Context: an optimization exercise on an open-source flow, tuned for small area, a short achievable clock period and few clock cycles. The choices shown serve that exercise and are no tape-out recipe. Where RTL was checked, it was by simulation tests only, not by an equivalence proof against the original. Power figures rest on the tool's default switching activity, not on a simulated workload.

Design bfx_core, start of the top module:
module bfx_core (
    input  wire         clk,
    input  wire         rst,
    input  wire         cmd_valid,
    output wire         cmd_ready,
    input  wire [127:0] cmd_hdr,
    input  wire         pay_valid,
    output wire         pay_ready,
    input  wire [7:0]   pay_data,
    output wire         rsp_valid,
    input  wire         rsp_ready,
    output wire [7:0]   rsp_status,
    output wire [31:0]  rsp_value,
    output wire [31:0]  rsp_rlen,
    output wire         res_valid,
    input  wire         res_ready,
    output wire [7:0]   res_data
);
For scale: roughly 230 I/O pins, roughly 27000 µm² of cells after synthesis.
clock: 10.0 ns
lec_check: 0
abc_area: 1
cap_margin: 20
core_margin: 2
core_utilization: 40
setup_slack_margin: 5
slew_margin: 20
standard.sh (not shown) runs the stock make flow with config.mk's settings and CLKGATE_MAP_FILE= SYNTH_SCRIPT=/design/flow/synth_recipe.tcl, a recipe that flattens the netlist after the stock synthesis.
==> flow/flow/run.sh <==
#!/bin/bash
# Layout flow: the standard ORFS flow (same synthesis script, same
# config.mk and SDC) with these changes:
#  - port buffers of sky130_fd_sc_hd__buf_2 instead of the default pick;
#  - CTS without dummy loads.
set -euo pipefail
W=$PWD
make -C "$FLOW_HOME" DESIGN_CONFIG="$FLOW_CONFIG" WORK_HOME="$W/orfs" CLKGATE_MAP_FILE= \
    SYNTH_SCRIPT="$W/synth_recipe.tcl" ABC_AREA=1 CAP_MARGIN=20 CORE_MARGIN=2 \
    CORE_UTILIZATION=40 SETUP_SLACK_MARGIN=6 SLEW_MARGIN=20 \
    BUFFER_PORTS_ARGS="-buffer_cell sky130_fd_sc_hd__buf_2" \
    CTS_ARGS="-sink_clustering_enable -repair_clock_nets -dont_use_dummy_load" \
    finish > "$W/make_finish.log" 2>&1
: # left out here: write the final layout as DEF
Testbench counts at the start, summed over its fixed seeds: cycles 18,831.
Edit:
--- a/flow/design.v
+++ b/flow/design.v
@@ -31,13 +31,12 @@
                      ST_ILLEGAL = 3'd3, ST_NO_BUFFER = 3'd4, ST_CAPACITY = 3'd5;
     reg         valid;
     reg [5:0]   len;           
     reg [2:0]   cap3;          
     reg [2:0]   pad;           
     reg [8:0]   pos;           
-    reg [8:0]   rem;           
     reg [255:0] store;
     reg         cmd_rdy;       
     reg         rsp_v;
     reg [2:0]   r_status;
     reg [8:0]   r_value;
     reg [5:0]   r_rlen;
@@ -111,14 +110,13 @@
     wire        clr      = c1 && ok_r && k_alloc;
     wire [7:0]  we_v     = clr ? 8'h00 : (k[0] ? mrg[7:0]  : mrg[15:8]);
     wire [7:0]  wo_v     = clr ? 8'h00 : (k[0] ? mrg[15:8] : mrg[7:0]);
     wire [3:0]  nr_at    = (bl[2:0] == 3'd0) ? 4'd8 : {1'b0, bl[2:0]};
     wire [3:0]  p_delta  = wact ? chunk : (c1 && k_getat) ? nr_at : 4'd8;
     wire [3:0]  pn_lo    = {1'b0, ptr[2:0]} + p_delta[3:0];
-    wire [5:0]  ptr_hi1  = ptr[8:3] + 6'd1;
-    wire [8:0]  ptr_nx   = {pn_lo[3] ? ptr_hi1 : ptr[8:3], pn_lo[2:0]};
+    wire [8:0]  ptr_nx   = {ptr[8:3] + {5'd0, pn_lo[3]}, pn_lo[2:0]};
     wire [8:0]  at_end  = r_value;
     wire        at_in   = b_hi_z && (ptr[7:3] < len) && (at_end <= len8);
     wire        at_abs  = (at_end <= len8p);
     wire        at_bad  = c1 && k_at && ok_r && !(at_in && (at_abs || !k_w));
     wire        mv      = c1 && ok_r && k_seq;
     wire [8:0]  pos_add = pos + bl;
@@ -183,12 +181,13 @@
     wire        a_le8   = (A[31:4] == 28'd0) && (A[3:0] <= 4'd8);
     wire        a_le16  = (A[31:5] == 27'd0) && (A[4:0] <= 5'd16);
     wire        a_le32  = (A[31:6] == 26'd0) && (A[5:0] <= 6'd32);
     wire        a_le256 = a_small && (a9 <= 9'd256);
     wire [8:0]  len8    = {len, 3'b000};
     wire [8:0]  len8p   = len8 - {6'd0, pad};
+    wire [8:0]  rem     = len8p - pos;
     wire        rem_lt  = !(a_small && (a9 <= rem));
     wire        in_stor = 1'b1;                            
     wire        abs_ok  = 1'b1;
     wire        gt_dlen = a_small && (C[31:6] == 26'd0) && (a9 > {C[5:0], 3'b000});
     wire        gt_full = (C[31:28] == 4'd0) && ({A[30:3], A[2:0] != 3'd0} > {C[27:0], 1'b0});
     wire        pb_big  = (op == OP_PUT_BYTES || op == OP_PUT_BYTES_AT) && !a_neg && !a_small;
@@ -389,20 +388,12 @@
                     len   <= bl[8:3] + {5'd0, bl[2:0] != 3'd0};
                     cap3  <= bl[2:0];
                     pad   <= 3'd0 - bl[2:0];
                 end
                 if (k_flip && pos[2:0] != 3'd0)
                     pad <= 3'd0 - pos[2:0];
-                if (k_wrap)
-                    rem <= {creg[5:0], 3'b000};
-                if (k_alloc)
-                    rem <= bl;                   
-                if (k_flip)
-                    rem <= len8 - {6'd0, (pos[2:0] != 3'd0) ? 3'd0 - pos[2:0] : pad};
-                if (k_seq)
-                    rem <= rem - bl;
             end
             if (pay_fire)
                 creg <= creg - 32'd1;
             if (wen) begin
                 bl <= bl_nx;
                 if (bl_last)
=>
- cell count fell by about 2.4%
- cell area fell by 0.84%
- area after synthesis fell by about 3.5%
- clock power fell by about 4%
- fmax fell by 5.5%
- routed wire length fell by 5.4%
- total power fell by 1.7%
- first-iteration DRC count rose by about 13%
- die area fell by about 3.4%
- sequential cell count fell by 9
- synthesized cell count fell by 3.7%
- setup slack loses 230 ps
For the second run of this note, only the layout was checked, not whether the RTL still works.

[afterwards: timing with drivers on the ports]
In the flow no input, the clock included, has a driving cell. The finished layouts below were timed again as built, in two steps.
Step 1 (the two cells are an assumption about what drives the block):
set clk [get_ports {clk}]
set_driving_cell -lib_cell sky130_fd_sc_hd__clkbuf_16 $clk
set_driving_cell -lib_cell sky130_fd_sc_hd__buf_2 [delete_from_list [all_inputs] $clk]
Step 2 also shifts input and output timing later by t, the mid clock arrival at the registers, as if the neighbouring blocks saw the same clock.
Slacks: ideal / step 1 / step 2; pairs: ideal / step 1.
| run | shift t [ns] | setup slack, ns | clock arrival spread, ns |
|---|---|---|---|
| the first run | 0.617 | 5.972 / 6.001 / 5.384 | 0.051 / 0.051 |
| the second run | 0.635 | 5.738 / 5.738 / 5.442 | 0.048 / 0.048 |
After both steps setup and hold are still met in every run listed. For the first run, which loses most, drivers alone change the setup slack by +0.029 ns; drivers and shift together by -0.588 ns.
